What follows belongs to an exercise in optimizing a design on an open flow for small area; a production flow would make more cautious choices. The RTL was checked by simulation tests, not by an equivalence proof against the original design. Power and IR drop assume default switching activity.

## flow/design.v (module list and top-level ports; edited modules follow where they fit)
// module ssd1675a_ctrl: 1704 lines
module ssd1675a_ctrl(clk, rst, cmd_valid, cmd_ready, cmd_opc, cmd_code, cmd_has_payload, cmd_len, cmd_x0, cmd_x1, cmd_y0, cmd_y1, dat_valid, dat_ready, dat_byte, done, status, seq_ready, spi_sclk, spi_mosi, spi_cs_n
, spi_dc, panel_rst_n, panel_busy);
  // ...
==> flow/flow/run.sh <==
#!/bin/bash
# The standard layout (standard.sh), with these changes to how it is made:
#  - synthesis maps the logic with flow/abc_area.script (an area-oriented ABC
#    mapping, selected by ABC_AREA=1 in config.mk), from a private copy of the ORFS
#    scripts folder; every other file in that folder is ORFS's own, unchanged;
#  - synthesis does not extract half/full adders (ADDER_MAP_FILE empty), so ABC
#    maps that logic too;
#  - every input and output port gets sky130_fd_sc_hd__buf_1 as its buffer.
# Registers are those of the standard synthesis (dfflibmap runs before ABC).
set -euo pipefail
rm -rf scripts_local
cp -r "$FLOW_HOME/scripts" scripts_local
cp flow/abc_area.script scripts_local/abc_area.script
export SCRIPTS_DIR="$PWD/scripts_local"
export ADDER_MAP_FILE=
export BUFFER_PORTS_ARGS="-buffer_cell sky130_fd_sc_hd__buf_1"
bash standard.sh > standard_flow.log 2>&1
==> flow/flow/abc_area.script <==
strash
dch -f
amap -F 1000
topo
==> flow/standard.sh <==
#!/bin/bash
# synth_recipe.tcl (not shown) runs the flow's synth.tcl, then flattens the netlist and writes it again
# the make line also repeats each setting of config.mk as NAME=value (left out here)
make -C /OpenROAD-flow-scripts/flow DESIGN_CONFIG=/design/flow/config.mk WORK_HOME=/design/flow/orfs CLKGATE_MAP_FILE= SYNTH_SCRIPT=/design/flow/synth_recipe.tcl "${@:-finish}"
==> flow/config.mk <==
export PLATFORM = sky130hd
export DESIGN_NAME = ssd1675a_ctrl
export DESIGN_NICKNAME = ssd1675a_ctrl
export VERILOG_FILES = /design/flow/design.v
export SDC_FILE = /design/flow/constraint.sdc
export NUM_CORES = 4
export LEC_CHECK = 0
export ABC_AREA = 1
export CAP_MARGIN = 20
export CORE_MARGIN = 2
export CORE_UTILIZATION = 65
export PLACE_DENSITY = 0.85
export SLEW_MARGIN = 20
==> flow/constraint.sdc <==
create_clock -name core_clock -period 10.0 [get_ports {clk}]
set_input_delay 2.0000 -clock core_clock [delete_from_list [all_inputs] [get_ports {clk}]]
set_output_delay 2.0000 -clock core_clock [all_outputs]
set_load 0.01 [all_outputs]
==> impl_metrics.csv, run 1 <==
group,metric,value,unit
status,status,"finished clean",
power,pg_clk,147,µW
critical_path,r2r-start,"status[2]$_SDFFCE_PP1P_",
cells_and_area,seq_area,1250,µm²
global_route,grt.met1_usage,0.538,
synthesis,yosysWarningCount,1,
place,portBuffers,101,
global_route,grt_pass1_wl,21300,µm
clock_tree,cts_tree,"done",
detailed_routing,wl_per_cell,19.6,µm
cells_and_area,fin_nets,690,
power,power_density,319,nW/µm²
critical_path,critPathMaxFanout,18,
timing,fin_tns_setup,0,ps
detailed_routing,top_layer,"met4",
timing,slew_headroom,0.329,
hold_path,hold_depth,1,
detailed_routing,routed_wirelength,13200,µm
synthesis,yosysTopAreaCell,"edfxtp_1",
place,placedCellCount,665,
synthesis,yosys.area_share.adder,0,
detailed_routing,wl_met2,6270,µm
cells_and_area,nFillCells,449,
die,die_w,79.1,µm
critical_path,cp_common_cell,"clkinv_1",
global_route,grt_util_met2,0.698,
synthesis,synth_nets,578,
synthesis,syn-cell-area,3660,µm²
place,gp_congestion,1.20,
cells_and_area,buffers_excl_clock,105,
critical_path,reg2reg_slack,3990,ps
timing,fin_ws,2690,ps
critical_path,crit_start,"status[2]$_SDFFCE_PP1P_",
power,p_sw,702,µW
global_route,overflow,0,
hold_path,min_from,"spi_sclk$_SDFF_PN0_",
cells_and_area,diodes,0,
clock_tree,cts_sinks,45,
cells_and_area,finalNonFillerCells,673,
==> run 2, diff against run 1 <==
--- a/flow/config.mk
+++ b/flow/config.mk
@@ -10,4 +10,4 @@
 export CORE_MARGIN = 2
-export CORE_UTILIZATION = 65
-export PLACE_DENSITY = 0.85
+export CORE_UTILIZATION = 40
+export PLACE_DENSITY = 0.6
 export SLEW_MARGIN = 20
==> impl_metrics.csv, run 2 <==
group,metric,value,unit
status,status,"finished clean",
cells_and_area,seq_area,1250,µm²
detailed_routing,ant_nets,0,
timing,skew,16.4,ps
timing,final_max_slew_viol_count,0,
place,post-dp-hpwl,11700,µm
synthesis,syn-cell-area,3660,µm²
synthesis,ys_types,42,
synthesis,yosysTopAreaCell,"edfxtp_1",
global_route,antenna_found_initial,0,
critical_path,crit_chain,"clkinv_1 > nor2_1 > nand2_1 > o32a_1 > o32a_1 > o41ai_1 > clkinv_1 > a21oi_1 > o21ai_0 > a41oi_1 > o211ai_1 > or4b_1 > nor2_1 > clkinv_1 > o21ai_0 > a31oi_1 > o22ai_1 > buf_1",
clock_tree,cts_resized,0,
global_route,overflow,0,
clock_tree,clockBufferDepth,2,
critical_path,cp_top_family,"compound AO/OA/AOI/OAI gates",
critical_path,cp_common_cell,"clkinv_1",
job,maxCapViolCount,0,
synthesis,ys_ff_latch,45,
power,p_leak,1.32,nW
die,core-area,8810,µm²
synthesis,ys_async_sr_fraction,0,
clock_tree,cts_hold_buf,0,
die,design.die.area,9940,µm²
synthesis,synthFlopType,"edfxtp_1",
cells_and_area,diodes,0,
critical_path,worstPathArrival,5160,ps
synthesis,netlist_instances,488,
critical_path,critPathCaptureType,"output pin",
global_route,grt_pass1_vias,4434,
die,rows,34,
global_route,grt_max_degree,22,
synthesis,syn_avg_cell_area,7.51,µm²
timing,hold_viol,0,
critical_path,start_kind,"register",
timing,tightest_slew,1080,ps
critical_path,path_buf_inv,4,
critical_path,crit_start,"status[2]$_SDFFCE_PP1P_",
synthesis,synth.yosys.seq_area_share,0.341,
detailed_routing,vias,4672,
place,gp_congestion,0.930,
cells_and_area,mostFrequentLayoutCells,"buf_1 (101), clkinv_1 (81), nor2_1 (74)",
detailed_routing,drt_iter0_markers,547,
synthesis,synth_top_area_frac,0.287,
detailed_routing,route.detailed.drc,0,
clock_tree,cts_sinks,45,
timing,fin_tns_setup,0,ps
power,peakVddDrop,0.000120,V
synthesis,synth_nets,578,
cells_and_area,fin_nets,690,
synthesis,synth_area_leaders,"edfxtp_1 (29%), clkinv_1 (8.3%), nor2_1 (7.6%)",
global_route,grt_pass1_wl,23400,µm
synthesis,yosysWarningCount,1,
die,initial_core_util,0.416,
clock_tree,clkLatencyLatePin,310,ps
place,placedCellCount,701,
detailed_routing,vias_per_cell,6.59,
timing,fin_crit,7160,ps
detailed_routing,dr.pass1.iters,6,
clock_tree,numCtsBuffers,5,
cells_and_area,mostFrequentLayoutCell,"buf_1",
synthesis,synth_common_cells,"clkinv_1 (81), nor2_1 (74), o21ai_0 (48), nand2_1 (45), edfxtp_1 (35)",
timing,fin_crit_sh,0.716,
clock_tree,cts.clk_slew.worst_paths,100,ps
detailed_routing,routed_wirelength,14800,µm
cells_and_area,nFillCells,888,
timing,rsz0062_at_grt,"no",
critical_path,slowest_delay,730,ps
hold_path,min_from,"panel_rst_n$_SDFFE_PP1P_",
timing,fmax,140,MHz
detailed_routing,wl_per_cell,20.8,µm
cells_and_area,finalNonFillerCells,709,
cells_and_area,drive_above_1_share,0.0216,
critical_path,cp.required,8000,ps
synthesis,yosysMostFrequentCell,"clkinv_1",
timing,setup_viol,0,
synthesis,synth_edf_count,35,
cells_and_area,area_delta_synth_final,18.2,%
critical_path,r2r-start,"status[2]$_SDFFCE_PP1P_",
clock_tree,cts_root_buf,"clkbuf_8",
hold_path,hold_path_class,"register to register",
clock_tree,cts-htree-levels,2,
place,portBuffers,101,
die,die_h,99.7,µm
clock_tree,cts_tree,"done",
critical_path,critPathMaxFanout,18,
cells_and_area,multi_input_area,2110,µm²
clock_tree,post-cts-setup-buffers,0,
global_route,gr-usage-all-layers,0.299,
die,io_pins,102,
critical_path,critPathSlowestCell,"edfxtp_1",
die,die_w,99.7,µm
power,power_density,320,nW/µm²
timing,slew_headroom,0.278,
cells_and_area,largest_reg_flops,16,
critical_path,criticalPathCategory,"register to output pin",
## run 2: cell counts after synthesis
Identical to the previous run, type by type.
## run 2: stage by stage
step | power, mW | utilization | setup WS [ps] | hold WS (ps) | area (µm²)
5_1_grt | 1.49 | 0.492 | 2520 | 522 | 4330
4_1_cts | 1.36 | 0.492 | 3050 | 503 | 4330
3_5_place_dp | 1.21 | 0.479 | 3380 | 472 | 4210
6_report | 1.39 | 0.492 | 2840 | 519 | 4330
2_1_floorplan | 0.936 | - | 4280 | 491 | 3660
3_3_place_gp | 1.23 | 0.479 | 3470 | 479 | 4210
## run 2: path summary, 6_finish.rpt
path                            cells after the start  slack (ps)                        to
worst max register to register                     25        4170   pa_reg[6]$_SDFFCE_PP1P_
worst min register to register                      2         520  panel_rst_n$_SDFFE_PP1P_
worst max-delay path                               18        2840                  spi_mosi
worst min-delay path                                2         520  panel_rst_n$_SDFFE_PP1P_
## run 2: worst min-delay path, cell delays in order (launching register included)
cell and delay, ps:
dfxtp_1 360, o22ai_1 80, nand2_1 60
## run 2: area by class of cell
type                       instances  share of cell area
multi-input combinational        362               0.488
sequential                        45               0.289
timing repair buffer             105              0.0945
clock inverter                     3              0.0110
inverter                          81              0.0702
tap                              108              0.0312
clock buffer                       5              0.0159
## run 2: layer usage
layer  wire [µm]  vias up  share of wire  global-route usage
li1            -     2146              -                   -
met1        5390     2147           0.36               0.362
met2        7340      321           0.50               0.515
met3        1340       58          0.091              0.0443
met4         706        0          0.048               0.152
met5           0        -              0                   0
## run 2: logic make-up (layout without fill, tap and decap cells)
| family | Yosys count | count (layout) | share of synthesized area |
|---|---|---|---|
| AO/OA/AOI/OAI | 192 | 192 | 0.374 |
| buffers and inverters | 81 | 194 | 0.0830 |
| flip-flops | 45 | 45 | 0.341 |
| AND/OR/NAND/NOR | 170 | 170 | 0.201 |
## run 2: power breakdown
group	internal [mW]	leakage (nW)	switching, mW
logic	0.254	0.831	0.551
clock network	0.0764	0.0591	0.0707
registers	0.334	0.430	0.100
==> run 3, diff against run 2 <==
--- a/flow/flow/run.sh
+++ b/flow/flow/run.sh
@@ -7,3 +7,5 @@
 #    maps that logic too;
-#  - every input and output port gets sky130_fd_sc_hd__buf_1 as its buffer.
+#  - every input and output port gets sky130_fd_sc_hd__buf_1 as its buffer;
+#  - clock tree synthesis runs with ORFS's default arguments plus
+#    -dont_use_dummy_load (no dummy load cells on the clock tree).
 # Registers are those of the standard synthesis (dfflibmap runs before ABC).
@@ -16,2 +18,3 @@
 export BUFFER_PORTS_ARGS="-buffer_cell sky130_fd_sc_hd__buf_1"
+export CTS_ARGS="-sink_clustering_enable -repair_clock_nets -dont_use_dummy_load"
 bash standard.sh > standard_flow.log 2>&1
==> impl_metrics.csv, run 3 <==
group,metric,value,unit
detailed_routing,ant_nets,0,
cells_and_area,largest_reg_flops,16,
timing,rsz0062_at_grt,"no",
critical_path,crit_end,"spi_mosi",
synthesis,yosysTopAreaCell,"edfxtp_1",
power,p_leak,1.30,nW
clock_tree,cts_resized,0,
synthesis,ys_ff_latch,45,
synthesis,netlist_instances,488,
clock_tree,cts.clk_slew.worst_paths,70,ps
detailed_routing,wl_per_cell,21.1,µm
synthesis,ys_async_sr_fraction,0,
global_route,grt_util_met2,0.519,
place,post-dp-hpwl,11700,µm
detailed_routing,routed_wirelength,14900,µm
clock_tree,cts_tree,"done",
global_route,antenna_found_initial,0,
job,maxCapViolCount,0,
detailed_routing,dr.pass1.iters,8,
place,portBuffers,101,
timing,setup_viol,0,
clock_tree,cts_root_buf,"clkbuf_8",
synthesis,ys_types,42,
synthesis,synth_edf_count,35,
power,p_total,1.34,mW
critical_path,cp_top_family,"compound AO/OA/AOI/OAI gates",
clock_tree,clkLatencyLatePin,310,ps
place,placedCellCount,701,
synthesis,synth_nets,578,
die,design.die.area,9940,µm²
die,die_h,99.7,µm
cells_and_area,fin_nets,690,
timing,fmax,140,MHz
critical_path,critPathMaxFanout,18,
timing,fin_tns_setup,0,ps
clock_tree,post-cts-setup-buffers,0,
critical_path,critPathSlowestCell,"edfxtp_1",
cells_and_area,drive_above_1_share,0.0167,
power,power_density,314,nW/µm²
die,die_w,99.7,µm
global_route,grt_use_met3,0.0464,
die,initial_core_util,0.416,
place,gp_congestion,0.930,
global_route,gr-usage-all-layers,0.299,
cells_and_area,nFillCells,892,
synthesis,synth.yosys.seq_area_share,0.341,
cells_and_area,diodes,0,
critical_path,start_kind,"register",
global_route,grt.met1_usage,0.360,
die,core-area,8810,µm²
timing,slew_headroom,0.289,
power,peakVddDrop,0.000120,V
cells_and_area,finalNonFillerCells,706,
timing,final_max_slew_viol_count,0,
synthesis,synth_top_area_frac,0.287,
timing,fin_crit,7130,ps
synthesis,yosysWarningCount,1,
synthesis,syn_avg_cell_area,7.51,µm²
critical_path,r2r-start,"status[2]$_SDFFCE_PP1P_",
clock_tree,clockBufferDepth,2,
critical_path,worst-path-stages,18,
detailed_routing,vias,4679,
timing,tightest_slew,1050,ps
die,io_pins,102,
global_route,grt_pass1_vias,4420,
synthesis,synth_common_cells,"clkinv_1 (81), nor2_1 (74), o21ai_0 (48), nand2_1 (45), edfxtp_1 (35)",
critical_path,reg2reg_slack,4240,ps
clock_tree,cts_sinks,45,
critical_path,worstPathArrival,5130,ps
global_route,overflow,0,
hold_path,hold_path_class,"register to register",
cells_and_area,mostFrequentLayoutCells,"buf_1 (101), clkinv_1 (81), nor2_1 (74)",
critical_path,crit_start,"status[2]$_SDFFCE_PP1P_",
status,status,"finished clean",
global_route,top_usage_layer,"met2",
critical_path,critPathCaptureType,"output pin",
critical_path,path_buf_inv,4,
detailed_routing,drt_iter0_markers,620,
timing,fin_crit_sh,0.713,
clock_tree,cts-htree-levels,2,
timing,hold_viol,0,
global_route,grt_max_degree,22,
critical_path,crit_chain,"clkinv_1 > nor2_1 > nand2_1 > o32a_1 > o32a_1 > o41ai_1 > clkinv_1 > a21oi_1 > o21ai_0 > a41oi_1 > o211ai_1 > or4b_1 > nor2_1 > clkinv_1 > o21ai_0 > a31oi_1 > o22ai_1 > buf_1",
synthesis,yosysMostFrequentCell,"clkinv_1",
detailed_routing,vias_per_cell,6.63,
critical_path,worst_r2r_path_depth,25,
critical_path,slowest_delay,720,ps
synthesis,syn-cell-area,3660,µm²
cells_and_area,area_delta_synth_final,16.9,%
timing,skew,36.5,ps
critical_path,regToRegEndpoint,"pa_reg[6]$_SDFFCE_PP1P_",
detailed_routing,route.detailed.drc,0,
die,rows,34,
synthesis,synthFlopType,"edfxtp_1",
clock_tree,cts_hold_buf,0,
critical_path,criticalPathCategory,"register to output pin",
synthesis,synth_area_leaders,"edfxtp_1 (29%), clkinv_1 (8.3%), nor2_1 (7.6%)",
global_route,grt_pass1_wl,23400,µm
critical_path,cp_common_cell,"clkinv_1",
critical_path,cp.required,8000,ps
cells_and_area,mostFrequentLayoutCell,"buf_1",
clock_tree,numCtsBuffers,5,
[run 3: cell types whose count changed in the layout (fill, tap and decap cells not counted), sizes merged]
cell,delta
inv,-2
bufinv,-1
[run 3: how the worst min path moves through the flow]
| stage | start | endpoint | slack [ps] | depth (start not counted) |
|---|---|---|---|---|
| 4_1_cts | panel_rst_n$_SDFFE_PP1P_ | panel_rst_n$_SDFFE_PP1P_ | 500 | 2 |
| 5_1_grt | panel_rst_n$_SDFFE_PP1P_ | panel_rst_n$_SDFFE_PP1P_ | 520 | 2 |
| 2_1_floorplan | spi_sclk$_SDFF_PN0_ | spi_sclk$_SDFF_PN0_ | 490 | 1 |
| 6_report | panel_rst_n$_SDFFE_PP1P_ | panel_rst_n$_SDFFE_PP1P_ | 510 | 2 |
| 3_3_place_gp | panel_rst_n$_SDFFE_PP1P_ | panel_rst_n$_SDFFE_PP1P_ | 480 | 2 |
| 3_5_place_dp | panel_rst_n$_SDFFE_PP1P_ | panel_rst_n$_SDFFE_PP1P_ | 470 | 2 |
[run 3: routing by layer]
layer / vias up / wire (µm)
met4: 0 / 660
met1: 2162 / 5430
met2: 324 / 7350
li1: 2139 / -
met3: 54 / 1430
met5: - / 0
[run 3: worst min-delay path: cells and delay by family, from the launching register on]
family             cells  cell delay, ps
AOI/OAI and AO/OA      1              80
DFF                    1             350
and+or+nand+nor        1              50
[run 3: where the power goes]
| part | switching [mW] | internal [mW] |
|---|---|---|
| clock | 0.0594 | 0.0452 |
| sequential | 0.100 | 0.335 |
| combinational | 0.551 | 0.254 |
| total | 0.710 | 0.634 |
[run 3: layout make-up]
| type | count | area (µm²) | share of cell area |
|---|---|---|---|
| Multi-Input combinational cell | 362 | 2110 | 0.494 |
| Clock buffer | 5 | 68.8 | 0.0161 |
| Inverter | 81 | 304 | 0.0710 |
| Sequential cell | 45 | 1250 | 0.292 |
| Tap cell | 108 | 135 | 0.0316 |
| Timing Repair Buffer | 105 | 409 | 0.0955 |
[run 3: cells by family (layout without fill, tap and decap cells)]
| family | Yosys count | in the layout | synth area share |
|---|---|---|---|
| AOI/OAI and AO/OA | 192 | 192 | 0.374 |
| DFF | 45 | 45 | 0.341 |
| and+or+nand+nor | 170 | 170 | 0.201 |
| buffers and inverters | 81 | 191 | 0.0830 |
[run 3: through the flow]
step           setup slack, ps   util  hold slack, ps  area, µm²
2_1_floorplan             4280      -             491       3660
3_3_place_gp              3470  0.479             479       4210
3_5_place_dp              3380  0.479             472       4210
4_1_cts                   3070  0.486             498       4280
5_1_grt                   2540  0.486             517       4280
6_report                  2870  0.486             511       4280

## afterwards: timing with drivers on the ports
In the flow no input, the clock included, has a driving cell. The finished layouts below were timed again as built, in two steps.
Step 1, drivers: a clkbuf_16 drives clk and a buf_2 each remaining input, both assumed.
Step 2 moves the port delays by t, midway between the first and last clock arrival at a register: inputs arrive t later, outputs are due t later. That takes back most of the time a late clock gives input paths.
Three values: no drivers, after step 1, after step 2; two values: the first two.
run	t, ns	slack for setup (ns)	worst slew at a driven data input, ns
run 1	0.342	2.692 / 2.660 / 3.002	0.05
run 2	0.335	2.844 / 2.810 / 3.144	0.03
run 3	0.326	2.867 / 2.832 / 3.157	0.04
After both steps setup and hold are still met in every run listed.
